This design comes from an exercise in tuning for small area, a short achievable clock period and few clock cycles per item on the open sky130 flow, not from production work. Where RTL was checked, it was by simulation tests only, not by an equivalence proof against the original. Power figures rest on the tool's default switching activity, not on a simulated workload.

## north
// cobsr_encoder
module cobsr_encoder (
    input  wire       clk,
    input  wire       rst,         
    input  wire       in_valid,
    output wire       in_ready,
    input  wire [7:0] in_data,
    input  wire       in_last,
    output wire       out_valid,
    input  wire       out_ready,
    output wire [7:0] out_data,
    output wire       out_last
);
Size in the first run: about 3,300 cells after synthesis, about 24 I/O pins, roughly 54,000 µm² of cells after synthesis.
clock: 9.0 ns
lec_check: 0
cap_margin: 20
core_margin: 2
core_utilization: 65
cts_cluster_diameter: 100
cts_cluster_size: 25
place_density: 0.75
slew_margin: 20
standard.sh (not shown) runs the stock make flow with config.mk's settings and CLKGATE_MAP_FILE= SYNTH_SCRIPT=/design/flow/synth_recipe.tcl, a recipe that flattens the netlist after the stock synthesis.
==> flow/flow/run.sh <==
#!/bin/bash
set -euo pipefail
export SETUP_SLACK_MARGIN=6.4
bash standard.sh > standard_flow.log 2>&1
## Diff of input files: south against north
--- a/flow/flow/run.sh
+++ b/flow/flow/run.sh
@@ -3 +3 @@
-export SETUP_SLACK_MARGIN=6.4
+export SETUP_SLACK_MARGIN=6.1
--- outcome ---
Launch point of the critical path: in_data[7] -> north, in_data[1] -> south. [diff] final area, south relative to north: improvement. For the static leakage, south came in about 1.3% lower than north did. When the final numbers for north and south were put side by side, the core utilization turned out to be smaller in south.
No functional check of the RTL was part of any run of this note.

---

cobsr_encoder, a different RTL version from the one above (not shown whole).
For scale: ~2600 flip-flops, about 24 I/O pins, roughly 61000 um^2 of cells after synthesis.
export LEC_CHECK = 0
export CAP_MARGIN = 20
export CORE_MARGIN = 2
export CORE_UTILIZATION = 40
export SETUP_SLACK_MARGIN = 5
export SLEW_MARGIN = 20
create_clock -name core_clock -period 9.0 [get_ports {clk}]
run.sh (not shown) runs the stock make flow with config.mk's settings and CLKGATE_MAP_FILE= SYNTH_SCRIPT=/design/flow/synth_recipe.tcl, a recipe that flattens the netlist after the stock synthesis.
Stock flow here: none of the scripts above is used.
The first run went through all stages and came out clean.
Then changed:
SETUP_SLACK_MARGIN = unset   (was 5)
Outcome: Sequential share of layout area went down by 0.47 points; worst setup slack is worse by 1.1 ns; utilization went up by 0.30 points; wire length went up by 1.7%; power went up by 2.9%; sequential cell count stays the same; clock power went up by about 7%; combinational power went down by about 3%; design area went up by 0.63%; non-clock buffer count went down by 10; first-iteration DRC count went down by 3.2%.
Function was not checked in any run of this note: the RTL went through the layout flow alone.

---

run G:
Another version of the RTL of cobsr_encoder (not shown whole).
Size: roughly 3,300 cells after synthesis, ~2,300 flip-flops, ~24 I/O pins, about 55,000 um^2 of cells after synthesis.
==> flow/config.mk <==
export PLATFORM = sky130hd
export DESIGN_NAME = cobsr_encoder
export DESIGN_NICKNAME = cobsr_encoder
export VERILOG_FILES = /design/flow/design.v
export SDC_FILE = /design/flow/constraint.sdc
export NUM_CORES = 4
export LEC_CHECK = 0
export CAP_MARGIN = 20
export CORE_MARGIN = 2
export CORE_UTILIZATION = 65
export CTS_CLUSTER_DIAMETER = 100
export CTS_CLUSTER_SIZE = 30
export PLACE_DENSITY = 0.75
export SLEW_MARGIN = 20
==> flow/constraint.sdc <==
create_clock -name core_clock -period 9.0 [get_ports {clk}]
set_input_delay 1.8000 -clock core_clock [delete_from_list [all_inputs] [get_ports {clk}]]
set_output_delay 1.8000 -clock core_clock [all_outputs]
set_load 0.01 [all_outputs]
standard.sh (not shown) runs the stock make flow with config.mk's settings and CLKGATE_MAP_FILE= SYNTH_SCRIPT=/design/flow/synth_recipe.tcl, a recipe that flattens the netlist after the stock synthesis.
==> flow/flow/run.sh <==
#!/bin/bash
set -euo pipefail
export SETUP_SLACK_MARGIN=6.6
bash standard.sh > standard_flow.log 2>&1
Run G finished end to end and its layout was clean on timing, DRC and antenna.
The inputs of run K differ from those of run G as listed below.
- CORE_UTILIZATION now 75, was 65
- PLACE_DENSITY now 0.85, was 0.75
==> flow/flow/run.sh <==
#!/bin/bash
set -euo pipefail
export SETUP_SLACK_MARGIN=6.8
bash standard.sh > standard_flow.log 2>&1
### Flow results
Run K terminated abnormally: global routing (5_1_grt) reported GRT-0232.
In run K the initial core utilization turned out 9.9 points higher than in run G.
In run K, the cell row count came out 6.6% below the value in run G.
In the metrics for run K and run G, the one carrying the higher detailed placer's ending HPWL is run K.
Compare run K and run G | total setup buffers inserted after CTS lower: run G
Cmp run K and run G / chip height / higher: run G
Clock net sink count came out exactly the same in run K and run G.
Worst slack after detailed placement improves in run K relative to run G.
Comparing run G against run K, there is no change at all in buffer levels on the longest clock path.
Run K: final weighted congestion in routability-driven placement about 4.6% above run G
Number of cells in the design after placement in run K is 2.8% lower than in run G
Function was not checked in any run of this note: the RTL went through the layout flow alone.

---

Setup of run A:
The RTL this note starts from:
==> flow/design.v <==
module cobsr_encoder (
    input  wire       clk,
    input  wire       rst,         
    input  wire       in_valid,
    output wire       in_ready,
    input  wire [7:0] in_data,
    input  wire       in_last,
    output wire       out_valid,
    input  wire       out_ready,
    output wire [7:0] out_data,
    output wire       out_last
);
    localparam integer N  = 256;   
    localparam integer Q  = 7;     
    localparam integer QB = 3;     
    localparam integer K  = 63;    
    localparam integer LQ = 4;     
    reg  [7:0] ring [0:N-1];
    wire [7:0] tap = ring[N-1];    
    reg        tap_mk;             
    reg        wr_en;
    reg        wr_mk;              
    integer i;
    always @(posedge clk) begin
        ring[0] <= !wr_en ? tap : (wr_mk ? 8'h00 : in_data);
        for (i = 1; i < N; i = i + 1)
            ring[i] <= ring[i-1];
        tap_mk <= (ring[N-2] == 8'h00);
    end
    reg  [7:0] acc;                
    reg  [7:0] wp;                 
    reg  [7:0] rp;                 
    reg        w_at, r_at;         
    reg        empty, full;        
    wire [7:0] acc1 = acc + 8'd1;
    wire [7:0] wp1  = wp + 8'd1;
    wire [7:0] rp1  = rp + 8'd1;
    wire [63:0] mk;
    assign mk[0] = 1'b0;
    genvar g;
    generate
        for (g = 1; g < 64; g = g + 1) begin : g_mk
            assign mk[g] = (ring[N-2-g] == 8'h00);
        end
    endgenerate
    function [6:0] first1;
        input [63:0] m;
        reg   [63:0]  vv;
        reg   [383:0] ix;              
        integer l, k;
        begin
            vv = m;
            ix = 384'd0;
            for (l = 0; l < 6; l = l + 1) begin
                for (k = 0; k < 32; k = k + 1) begin
                    if (k < (32 >> l)) begin
                        ix[6*k +: 6] = vv[2*k] ? ix[12*k +: 6]
                                               : (ix[12*k+6 +: 6] | (6'd1 << l));
                        vv[k] = vv[2*k] | vv[2*k+1];
                    end
                end
            end
            first1 = {vv[0], ix[5:0]};
        end
    endfunction
    wire [6:0] near = first1(mk);
    reg  [7:0] lq [0:LQ-1];
    reg  [1:0] lq_hd, lq_tl;
    reg        lq_push;
    reg  [7:0] code_r;             
    reg        near_r;             
    reg        closed_r;           
    reg        ir;                 
    reg        msg_open;           
    reg        dpend;              
    reg  [7:0] rl1;                
    reg        full_run;           
    reg  [7:0] cur_c;              
    assign in_ready = ir;
    reg  [7:0] q_f [0:Q-1];
    reg  [7:0] q_v [0:Q-1];        
    reg  [QB-1:0] q_hd, q_tl;
    reg        q_empty;
    reg  [Q-1:0]  nfl;             
    wire       fl_full = nfl[Q-1];
    reg        q_push, q_pop;
    reg  [7:0] push_f;
    reg  [7:0] push_v;
    function [QB-1:0] qinc;
        input [QB-1:0] x;
        qinc = (x == Q - 1) ? {QB{1'b0}} : x + 1'b1;
    endfunction
    reg        ov, sv;
    reg  [7:0] od, sd;
    reg        ol, sl;
    assign out_valid = ov;
    assign out_data  = od;
    assign out_last  = ol;
    wire take_out = ov && out_ready;
    reg        ofinal;             
    reg        fin_r;              
    reg        red_r;              
    wire [7:0] hd_f = q_f[q_hd];
    wire [7:0] hd_v = q_v[q_hd];
    wire rd      = r_at && !empty && !sv && (!tap_mk || ofinal || closed_r);
    reg  [7:0] rd_byte;
    reg        rd_last;
    always @* begin
        if (!tap_mk) begin
            rd_byte = tap;
            rd_last = 1'b0;
        end else if (ofinal) begin
            rd_byte = 8'h00;
            rd_last = 1'b1;
        end else begin
            rd_byte = red_r ? hd_v : code_r;
            rd_last = 1'b0;
        end
    end
    wire can_wr = w_at && (!full || !sv);
    wire take   = in_valid && ir;
    wire zero   = (in_data == 8'h00);
    wire reduce = in_last && !zero && (in_data > rl1);
    always @* begin
        wr_en   = 1'b0;
        wr_mk   = 1'b1;
        q_push  = take && in_last;
        push_f  = zero ? wp : cur_c;
        push_v  = reduce ? in_data : 8'h00;
        if (take) begin
            wr_en = 1'b1;
            wr_mk = zero || reduce;
        end else if (can_wr) begin
            if (dpend)
                wr_en = 1'b1;
            else if (!msg_open)
                wr_en = in_valid && !fl_full;
            else if (full_run)
                wr_en = 1'b1;
        end
    end
    always @* lq_push = wr_en && msg_open && wr_mk && (rl1 > K);
    wire start = wr_en && !dpend && !msg_open;
    wire inc_c = wr_en && !rd;
    wire dec_c = rd && !wr_en;
    always @* q_pop = rd && tap_mk && !ofinal && fin_r;
    reg  msg_open_n, dpend_n, full_run_n, full_n, sv_n;
    wire w_at_n = wr_en || empty || (wp == acc1);
    always @* begin
        msg_open_n = msg_open;
        dpend_n    = dpend;
        full_run_n = full_run;
        if (wr_en) begin
            if (dpend) begin
                dpend_n    = 1'b0;
                msg_open_n = 1'b0;
            end else if (!msg_open || !take || zero) begin
                msg_open_n = 1'b1;
                full_run_n = 1'b0;
                dpend_n    = take && in_last;
            end else if (reduce) begin
                msg_open_n = 1'b0;
            end else begin
                full_run_n = (rl1 == 8'd254);
                dpend_n    = in_last;
            end
        end
        full_n = inc_c ? (wp1 == rp) : (dec_c ? 1'b0 : full);
        sv_n   = sv ? !take_out : (rd && ov && !take_out);
    end
    always @(posedge clk) begin
        closed_r <= !(msg_open && cur_c == acc1 && !(wr_en && wr_mk));
        near_r   <= near[6];
        fin_r    <= q_empty ? (q_push && push_f == acc1) : (hd_f == acc1);
        red_r    <= q_empty ? (q_push && push_f == acc1 && reduce)
                            : (hd_f == acc1 && hd_v != 8'h00);
        code_r   <= near[6] ? {2'b00, near[5:0]}
                  : (lq_hd == lq_tl) ? rl1 : lq[lq_hd];
        if (rst) begin
            acc      <= 8'd0;
            wp       <= 8'd0;
            rp       <= 8'd0;
            w_at     <= 1'b1;
            r_at     <= 1'b1;
            empty    <= 1'b1;
            full     <= 1'b0;
            ir       <= 1'b0;
            msg_open <= 1'b0;
            dpend    <= 1'b0;
            full_run <= 1'b0;
            q_hd     <= {QB{1'b0}};
            lq_hd    <= 2'd0;
            lq_tl    <= 2'd0;
            q_tl     <= {QB{1'b0}};
            q_empty  <= 1'b1;
            nfl      <= {Q{1'b0}};
            ov       <= 1'b0;
            od       <= 8'h00;
            ol       <= 1'b0;
            sv       <= 1'b0;
            ofinal   <= 1'b0;
        end else begin
            acc <= acc1;
            if (wr_en) wp <= wp1;
            if (rd)    rp <= rp1;
            if (empty && !wr_en) begin
                wp <= acc1;
                rp <= acc1;
            end
            w_at <= w_at_n;
            r_at <= rd || (empty && !wr_en) || (rp == acc1);
            full <= full_n;
            if (inc_c)
                empty <= 1'b0;
            else if (dec_c)
                empty <= (rp1 == wp);
            msg_open <= msg_open_n;
            dpend    <= dpend_n;
            full_run <= full_run_n;
            ir       <= w_at_n && (!full_n || !sv_n) && msg_open_n &&
                        !dpend_n && !full_run_n;
            if (wr_en && !dpend) begin
                if (!msg_open || !take || zero) begin
                    cur_c <= wp;
                    rl1   <= 8'd1;
                end else begin
                    rl1   <= rl1 + 8'd1;
                end
            end
            if (q_push) begin
                q_f[q_tl] <= push_f;
                q_v[q_tl] <= push_v;
                q_tl      <= qinc(q_tl);
            end
            if (q_pop)
                q_hd <= qinc(q_hd);
            if (q_push && !q_pop)
                q_empty <= 1'b0;
            else if (q_pop && !q_push)
                q_empty <= (qinc(q_hd) == q_tl);
            if (start && !q_pop) begin
                nfl     <= {nfl[Q-2:0], 1'b1};
            end else if (q_pop && !start) begin
                nfl     <= {1'b0, nfl[Q-1:1]};
            end
            if (lq_push) begin
                lq[lq_tl] <= rl1;
                lq_tl     <= lq_tl + 2'd1;
            end
            if (rd && tap_mk && !ofinal && !near_r)
                lq_hd <= lq_hd + 2'd1;
            if (rd && tap_mk)
                ofinal <= !ofinal && fin_r;
            sv <= sv_n;
            if (sv) begin
                if (take_out) begin
                    od <= sd; ol <= sl;
                end
            end else if (rd) begin
                if (!ov || take_out) begin
                    od <= rd_byte; ol <= rd_last; ov <= 1'b1;
                end else begin
                    sd <= rd_byte; sl <= rd_last;
                end
            end else if (take_out) begin
                ov <= 1'b0;
            end
        end
    end
endmodule
export LEC_CHECK = 0
export CAP_MARGIN = 20
export CORE_MARGIN = 2
export CORE_UTILIZATION = 65
export CTS_CLUSTER_DIAMETER = 100
export CTS_CLUSTER_SIZE = 30
export PLACE_DENSITY = 0.75
export SLEW_MARGIN = 20
create_clock -name core_clock -period 9.0 [get_ports {clk}]
==> flow/flow/run.sh <==
#!/bin/bash
set -euo pipefail
export SETUP_SLACK_MARGIN=6.1
bash standard.sh > standard_flow.log 2>&1
Testbench counts of run A, summed over its fixed seeds: cycles 43,346, bytes 40,795.
### run A -> run B
-- flow/config.mk --
<<< run A, line 10
export CORE_UTILIZATION = 65
>>> run B, line 10
export CORE_UTILIZATION = 55
<<< run A, line 12
export CTS_CLUSTER_SIZE = 30
export PLACE_DENSITY = 0.75
>>> run B, line 12
export CTS_CLUSTER_SIZE = 25
export PLACE_DENSITY = 0.65
### Flow results
Run B: PASS, flow complete, no timing, DRC or antenna violations
Looking at non-clock buffer count, run B sits about 1.3% higher than run A does.
Summary of run B over run A: utilization lower; chip height higher; number of standard cells in the layout, taps in and fillers out higher; sequential cell area in the final layout roughly the same; first-pass GRT wire length lower.
Changes observed in run B relative to run A: power density over cell area rose by about 1.2%; finished layout cell area rose by about 1.2%; total power rose by about 2.4%.
Relative to run B, the following input files were edited for run C:
-- flow/flow/run.sh --
<<< run B, line 3
export SETUP_SLACK_MARGIN=6.1
>>> run C, line 3
export SETUP_SLACK_MARGIN=6.25
-- flow/config.mk --
<<< run B, line 10
export CORE_UTILIZATION = 55
>>> run C, line 10
export CORE_UTILIZATION = 65
<<< run B, line 13
export PLACE_DENSITY = 0.65
>>> run C, line 13
export PLACE_DENSITY = 0.75
- Run C completed; timing, DRC and antenna clean
- Run B has higher final worst clock skew than run C.
- Diff run C..run B | power | negligible
- Highest routed metal layer: met4 -> run B, met5 -> run C
- Reported for run C and run B, total count of max-transition violations in the final report turned out identical to the last digit.
- In the route summary, run C ends up with a via count exceeding that of run B.
- In run C, the total stage count of the critical path came out 7 above the value in run B.
Edits applied to the flow inputs when going from run C to run D:
-- flow/flow/run.sh --
<<< run C, line 3
export SETUP_SLACK_MARGIN=6.25
>>> run D, line 3
export SETUP_SLACK_MARGIN=6.1
-- flow/config.mk --
<<< run C, line 11
export CTS_CLUSTER_DIAMETER = 100
>>> run D, line 11
export CTS_CLUSTER_DIAMETER = 60
==> comparison <==
- | combinational share of power | run D vs run C | 0.3 points lower |
- Lower hold slack among run D and run C: run D
- Clock-buffer cell count, run D vs run C: up by a few percent
- Compared with run C, in run D final design utilization went up 0.35 points, share of total power in the clock network shows an increase of 2.3 points, critical path depth higher, cell area grew by about 0.5%.
- Of run D and run C, it is run D that has the lower number of buffers outside the clock class in the layout.

static timing again, ports no longer ideal:
Ports are ideal in the flow. The routed layouts listed here were re-timed in OpenROAD.
Step 1 (the two cells are an assumption about what drives the block):
set clk [get_ports {clk}]
set_driving_cell -lib_cell sky130_fd_sc_hd__clkbuf_16 $clk
set_driving_cell -lib_cell sky130_fd_sc_hd__buf_2 [delete_from_list [all_inputs] $clk]
Step 2, shift: input delay + t, output delay - t, t = (earliest + latest rising clock arrival at the registers) / 2. This alone moves slack from input paths to output paths.
a / b / c = no drivers / after step 1 / after step 2; a / b = the first two.
run | t, ns | setup slack, ns | hold slack, ns
north | 0.736 | 5.988 / 5.956 / 5.238 | 0.310 / 0.310 / 0.310
south | 0.738 | 5.972 / 5.967 / 5.235 | 0.300 / 0.300 / 0.300
the first run of note 2 | 0.856 | 5.171 / 5.101 / 5.033 | 0.273 / 0.273 / 0.273
the second run of note 2 | 0.868 | 4.116 / 4.116 / 4.116 | 0.260 / 0.260 / 0.260
run G | 0.730 | 5.367 / 5.367 / 5.367 | 0.318 / 0.318 / 0.318
run A | 0.720 | 5.995 / 5.967 / 5.260 | 0.308 / 0.308 / 0.308
run B | 0.761 | 5.976 / 5.915 / 5.181 | 0.321 / 0.321 / 0.321
run C | 0.744 | 5.994 / 5.964 / 5.222 | 0.317 / 0.317 / 0.317
run D | 0.759 | 5.942 / 5.950 / 5.191 | 0.307 / 0.307 / 0.307
After both steps every run listed still meets setup and hold. For run B, which loses most, drivers alone change the setup slack by -0.061 ns; drivers and shift together by -0.795 ns.
